What follows belongs to an exercise in optimizing a design on an open flow for small area, a short achievable clock period and few clock cycles per item; a production flow would make more cautious choices.
At most, simulation tests tie the RTL to the original design; equivalence was not proved.

==> cedar: inputs <==
==> flow/design.v (excerpt) <==
module crsf_encoder (
    input  wire         clk,
    input  wire         rst,         
    input  wire         in_valid,
    output wire         in_ready,
    input  wire [255:0] in_ch,       
    output wire         out_valid,
    input  wire         out_ready,
    output wire [207:0] out_frame    
);
    reg         valid;
    reg [175:0] payload;
    wire [175:0] p_next;
    genvar i;
    generate for (i = 0; i < 16; i = i + 1) begin : ch
        crsf_scale sc (.v(in_ch[16*i +: 16]), .u(p_next[11*i +: 11]));
    end endgenerate
    assign in_ready = ~valid | out_ready;
    wire   take     = in_valid & in_ready;
    always @(posedge clk) begin
        if (rst)
            valid <= 1'b0;
        else if (take)
            valid <= 1'b1;
        else if (out_ready)
            valid <= 1'b0;
        if (take)
            payload <= p_next;
    end
    wire [7:0] crc;
    assign crc[0] = ~^(payload & 176'hcbe117ed3e46e6ada94e286039fca2ddc7c8bc35d509);
    assign crc[1] = ~^(payload & 176'h96c32fda7d8ccc5b539d50c072f845bb8f91796baa13);
  ...
==> module crsf_st, before the edit <==
module crsf_st(input [2:0] r, input b, output reg [3:0] o);
  always @* begin
    case ({r,b})
      4'b0000: o = 4'b0000;
      4'b0001: o = 4'b0001;
      4'b0010: o = 4'b0010;
      4'b0011: o = 4'b0011;
      4'b0100: o = 4'b0111;
      4'b0101: o = 4'b1000;
      4'b0110: o = 4'b1001;
      4'b0111: o = 4'b1010;
      4'b1110: o = 4'b1011;
      4'b1111: o = 4'b1111;
      default: o = 4'bxxxx;
    endcase
  end
endmodule
==> module crsf_scale, before the edit <==
module crsf_scale(input [15:0] v, output [10:0] u);
  wire [15:0] n = {~v[15], v[14:0]};
  wire [2:0] r [0:13];
  wire [12:0] q;
  assign r[0] = 3'b000;
  genvar g;
  generate for (g=0; g<13; g=g+1) begin : s
    wire [3:0] o; crsf_st u(.r(r[g]), .b(n[15-g]), .o(o));
    assign q[12-g] = o[3]; assign r[g+1] = o[2:0];
  end endgenerate
  reg [2:0] rb;
  always @* begin
    case (r[13])
      3'b000: rb = 3'd0;
      3'b001: rb = 3'd1;
      3'b010: rb = 3'd2;
      3'b011: rb = 3'd3;
      3'b111: rb = 3'd4;
      default: rb = 3'bxxx;
    endcase
  end
  wire [10:0] Q = q[10:0];
  wire [4:0] h = Q[10:6];
  reg [5:0] th;
  always @* begin
    case (h)
      5'd0: th = 6'd0;
      5'd1: th = 6'd2;
      5'd2: th = 6'd3;
      5'd3: th = 6'd5;
      5'd4: th = 6'd6;
      5'd5: th = 6'd8;
      5'd6: th = 6'd9;
      5'd7: th = 6'd11;
      5'd8: th = 6'd12;
      5'd9: th = 6'd14;
      5'd10: th = 6'd16;
      5'd11: th = 6'd17;
      5'd12: th = 6'd19;
      5'd13: th = 6'd20;
      5'd14: th = 6'd22;
      5'd15: th = 6'd23;
      5'd16: th = 6'd25;
      5'd17: th = 6'd27;
      5'd18: th = 6'd28;
      5'd19: th = 6'd30;
      5'd20: th = 6'd31;
      5'd21: th = 6'd32;
      5'd22: th = 6'd33;
      5'd23: th = 6'd35;
      5'd24: th = 6'd36;
      5'd25: th = 6'd38;
      default: th = 6'bxxxxxx;
    endcase
  end
  wire d = Q[5:0] < th;
  wire [6:0] S = {rb, n[2:0]} + h;
  wire c1 = d ? (S >= 7'd21) : (S >= 7'd20);
  wire c2 = d ? (S >= 7'd61) : (S >= 7'd60);
  assign u = Q + {9'd43, c2, c1 & ~c2};
endmodule
==> module crsf_encoder, before the edit <==
module crsf_encoder (
    input  wire         clk,
    input  wire         rst,         
    input  wire         in_valid,
    output wire         in_ready,
    input  wire [255:0] in_ch,       
    output wire         out_valid,
    input  wire         out_ready,
    output wire [207:0] out_frame    
);
    reg         valid;
    reg [175:0] payload;
    wire [175:0] p_next;
    genvar i;
    generate for (i = 0; i < 16; i = i + 1) begin : ch
        crsf_scale sc (.v(in_ch[16*i +: 16]), .u(p_next[11*i +: 11]));
    end endgenerate
    assign in_ready = ~valid | out_ready;
    wire   take     = in_valid & in_ready;
    always @(posedge clk) begin
        if (rst)
            valid <= 1'b0;
        else if (take)
            valid <= 1'b1;
        else if (out_ready)
            valid <= 1'b0;
        if (take)
            payload <= p_next;
    end
    wire [7:0] crc;
    assign crc[0] = ~^(payload & 176'hcbe117ed3e46e6ada94e286039fca2ddc7c8bc35d509);
    assign crc[1] = ~^(payload & 176'h96c32fda7d8ccc5b539d50c072f845bb8f91796baa13);
    assign crc[2] = ~^(payload & 176'he7664859c55e7f1a0f7489e0dc0c29abd8eb4fe3812e);
    assign crc[3] = ~^(payload & 176'hcecd90b28abdfe341ee812c1b9195256b1d79fc6035d);
    assign crc[4] = ^(payload & 176'h577a36882b3d1bc4959e0de24acf0671a56783b8d2b3);
    assign crc[5] = ~^(payload & 176'haef46c10577a36882b3d1bc4959e0de24acf0671a567);
    assign crc[6] = ~^(payload & 176'h9708cecd90b28abdfe341ee812c1b9195256b1d79fc6);
    assign crc[7] = ~^(payload & 176'he5f08b761f23f3d6542714b01c7ed1ee6364de9aea84);
    assign out_valid = valid;
    assign out_frame = {crc, payload, 8'h16, 8'h18, 8'hEE};
endmodule
export LEC_CHECK = 0
export ABC_AREA = 1
export CAP_MARGIN = 20
export CORE_MARGIN = 2
export CORE_UTILIZATION = 40
export SLEW_MARGIN = 20
create_clock -name core_clock -period 22.0 [get_ports {clk}]
standard.sh (not shown) runs the stock make flow with config.mk's settings and CLKGATE_MAP_FILE= SYNTH_SCRIPT=/design/flow/synth_recipe.tcl, a recipe that flattens the netlist after the stock synthesis.
==> flow/flow/run.sh <==
#!/bin/bash
# Standard layout, run whole.
bash standard.sh > standard.log 2>&1
==> ember: changes against cedar <==
==> flow/design.v (replaced) <==
module crsf_encoder (
    input  wire         clk,
    input  wire         rst,         
    input  wire         in_valid,
    output wire         in_ready,
    input  wire [255:0] in_ch,       
    output wire         out_valid,
    input  wire         out_ready,
    output wire [207:0] out_frame    
);
    localparam [1:0] S_IDLE  = 2'd0,
                     S_SCALE = 2'd1,
                     S_CRC   = 2'd2,
                     S_DONE  = 2'd3;
    reg [1:0]   state;
    reg [4:0]   idx;         
    reg [255:0] ch;          
    reg [175:0] payload;     
    reg [7:0]   crc;
    wire [15:0] v   = ch[idx[3:0]*16 +: 16];
    wire [15:0] n   = {~v[15], v[14:0]};                  
    wire [27:0] num = n * 28'd3278 + 28'd65535;
    wire [27:0] quo = num / 28'd131070;
    wire [10:0] u   = 11'd172 + quo[10:0];
    wire [7:0] crc_in = (idx == 5'd0) ? 8'h16 : payload[(idx - 5'd1)*8 +: 8];
    reg [7:0] crc_next;
    integer k;
    always @* begin
        crc_next = crc ^ crc_in;
        for (k = 0; k < 8; k = k + 1)
            crc_next = crc_next[7] ? ((crc_next << 1) ^ 8'hD5) : (crc_next << 1);
    end
    always @(posedge clk) begin
        if (rst) begin
            state <= S_IDLE;
            idx   <= 5'd0;
        end else begin
            case (state)
                S_IDLE: if (in_valid) begin
                    ch    <= in_ch;
                    idx   <= 5'd0;
                    state <= S_SCALE;
                end
                S_SCALE: begin
                    payload[idx[3:0]*11 +: 11] <= u;
                    if (idx == 5'd15) begin
                        idx   <= 5'd0;
                        crc   <= 8'h00;
                        state <= S_CRC;
                    end else begin
                        idx <= idx + 5'd1;
                    end
                end
                S_CRC: begin
                    crc <= crc_next;
                    if (idx == 5'd22) begin
                        idx   <= 5'd0;
                        state <= S_DONE;
                    end else begin
                        idx <= idx + 5'd1;
                    end
                end
                S_DONE: if (out_ready) state <= S_IDLE;
            endcase
        end
    end
    assign in_ready  = (state == S_IDLE);
    assign out_valid = (state == S_DONE);
    assign out_frame = {crc, payload, 8'h16, 8'h18, 8'hEE};
endmodule
==> flow/run.sh (new file) <==
#!/bin/bash
# synth_recipe.tcl (not shown) runs the flow's synth.tcl, then flattens the netlist and writes it again
# the make line also repeats each setting of config.mk as NAME=value (left out here)
make -C /OpenROAD-flow-scripts/flow DESIGN_CONFIG=/design/flow/config.mk WORK_HOME=/design/flow/orfs CLKGATE_MAP_FILE= SYNTH_SCRIPT=/design/flow/synth_recipe.tcl finish
--- a/flow/config.mk
+++ b/flow/config.mk
@@ -7,3 +7,2 @@
 export LEC_CHECK = 0
-export ABC_AREA = 1
 export CAP_MARGIN = 20
removed: flow/flow/run.sh
removed: flow/standard.sh
==> harbor: changes against cedar <==
==> flow/design.v (replaced) <==
module crsf_scale (
    input  wire [15:0] v,
    output wire [10:0] u
);
    wire [15:0] n = {~v[15], v[14:0]};
    wire [17:0] mp = n[15:3] * 5'd25 + 18'd12;
    wire [4:0]  m  = mp[17:13];
    wire [2:0] d_r [0:13];
    wire [12:0] q;
    assign d_r[0] = 3'd0;
    genvar d_g;
    generate for (d_g = 0; d_g < 13; d_g = d_g + 1) begin : d_s
        wire [2:0] r = d_r[d_g];
        wire       b = n[15-d_g];
        assign q[12-d_g] = r[2] | (r[1] & r[0]) | (r[1] & b);
        assign d_r[d_g+1] = {(r[1] & ~r[0] & ~b) | (r[2] & b),
                                 (~r[1] & r[0]) | (r[1] & r[0] & b) | (r[2] & ~b),
                                 (~r[2] & ~r[1] & b) | (r[1] & r[0] & ~b) | (r[2] & ~b)};
    end endgenerate
    wire [5:0] R = {d_r[13], n[2:0]};
    wire [6:0] s = R + m;
    wire [1:0] c = (s >= 7'd60) ? 2'd2 : (s >= 7'd20) ? 2'd1 : 2'd0;
    assign u = q[10:0] + 11'd172 + c;
endmodule
module crsf_encoder (
    input  wire         clk,
    input  wire         rst,         
    input  wire         in_valid,
    output wire         in_ready,
    input  wire [255:0] in_ch,       
    output wire         out_valid,
    input  wire         out_ready,
    output wire [207:0] out_frame    
);
    reg         valid;
    reg [175:0] payload;
    wire [175:0] p_next;
    genvar i;
    generate for (i = 0; i < 16; i = i + 1) begin : ch
        crsf_scale sc (.v(in_ch[16*i +: 16]), .u(p_next[11*i +: 11]));
    end endgenerate
    assign in_ready = ~valid | out_ready;
    wire   take     = in_valid & in_ready;
    always @(posedge clk) begin
        if (rst)
            valid <= 1'b0;
        else if (take)
            valid <= 1'b1;
        else if (out_ready)
            valid <= 1'b0;
        if (take)
            payload <= p_next;
    end
    reg [7:0] crc;
    integer j, k;
    always @* begin
        crc = 8'h00;
        for (j = 0; j < 23; j = j + 1) begin
            crc = crc ^ ((j == 0) ? 8'h16 : payload[8*(j-1) +: 8]);
            for (k = 0; k < 8; k = k + 1)
                crc = crc[7] ? ((crc << 1) ^ 8'hD5) : (crc << 1);
        end
    end
    assign out_valid = valid;
    assign out_frame = {crc, payload, 8'h16, 8'h18, 8'hEE};
endmodule
==> flow/run.sh (new file) <==
#!/bin/bash
# synth_recipe.tcl (not shown) runs the flow's synth.tcl, then flattens the netlist and writes it again
# the make line also repeats each setting of config.mk as NAME=value (left out here)
make -C /OpenROAD-flow-scripts/flow DESIGN_CONFIG=/design/flow/config.mk WORK_HOME=/design/flow/orfs CLKGATE_MAP_FILE= SYNTH_SCRIPT=/design/flow/synth_recipe.tcl finish
--- a/flow/config.mk
+++ b/flow/config.mk
@@ -7,3 +7,2 @@
 export LEC_CHECK = 0
-export ABC_AREA = 1
 export CAP_MARGIN = 20
removed: flow/flow/run.sh
removed: flow/standard.sh
==> run notes <==
total number of placement rows: 137
worst slack, placed: 6490 ps
Worst Setup Start Kind: register
synthesized-area fraction occupied by adder cells: 0.245
number of non-clock buffers: 487
routed wl met2: 76800 um
Seq area share: 0.0847
headroom to the max-slew limit: 0.206
Tap Count: 1876
result of the run: no timing/DRC/antenna violations
number of inserted diodes: 4
endpoint of the most critical register-to-register path: payload[80]$_DFFE_PP_
Largest register FFs: 176
That was harbor.
==> run notes <==
endpoint of the most critical register-to-register path: payload[77]$_DFFE_PP_
routed wl met2: 56800 um
number of inserted diodes: 8
number of non-clock buffers: 553
worst slack, placed: 58.1 ps
Worst Setup Start Kind: register
headroom to the max-slew limit: 0.170
total number of placement rows: 105
Tap Count: 1070
synthesized-area fraction occupied by adder cells: 0.0757
Largest register FFs: 256
result of the run: no timing/DRC/antenna violations
That was ember.
==> run notes <==
result of the run: no timing/DRC/antenna violations
Worst Setup Start Kind: input port
number of sequential cells in the layout: 177
routed wl met2: 53200 um
total number of placement rows: 115
final std cells w/o fill: 7776
number of inserted diodes: 12
worst slack, placed: 9390 ps
endpoint of the most critical register-to-register path: payload[111]$_DFFE_PP_
synthesized-area fraction occupied by adder cells: 0.172
Tap Count: 1287
headroom to the max-slew limit: 0.356
That was cedar.
Testbench counts of ember, summed over its fixed seeds: cycles 83,968, frames 2,048.
Testbench counts of harbor, summed over its fixed seeds: cycles 2,056, frames 2,048.
No functional check of the RTL was part of cedar.

port drivers added, routing unchanged:
The flow's constraints put no driver on any port. The routed layouts listed below were extracted and timed again, unchanged, in two steps. Step 1 sets driving cells, clkbuf_16 on the clock port and buf_2 on the other inputs (assumed; they add their load-dependent delay and slew). Step 2 also shifts input and output timing later by t, the mid clock arrival at the registers, as if the neighbouring blocks saw the same clock. Three values: ideal ports, drivers, drivers and shift; two values: the first two.
run	t (ns)	setup WS [ns]	clock arrival spread, ns	worst register clock-pin slew, ns
cedar	0.532	9.809 / 9.841 / 9.309	0.017 / 0.017	0.08 / 0.08
ember	0.611	0.800 / 0.800 / 0.800	0.033 / 0.033	0.07 / 0.07
harbor	0.564	5.951 / 5.890 / 6.454	0.032 / 0.032	0.10 / 0.10
After both steps setup and hold are still met in every run listed. For cedar, which loses most, drivers alone change the setup slack by +0.032 ns; drivers and shift together by -0.500 ns.
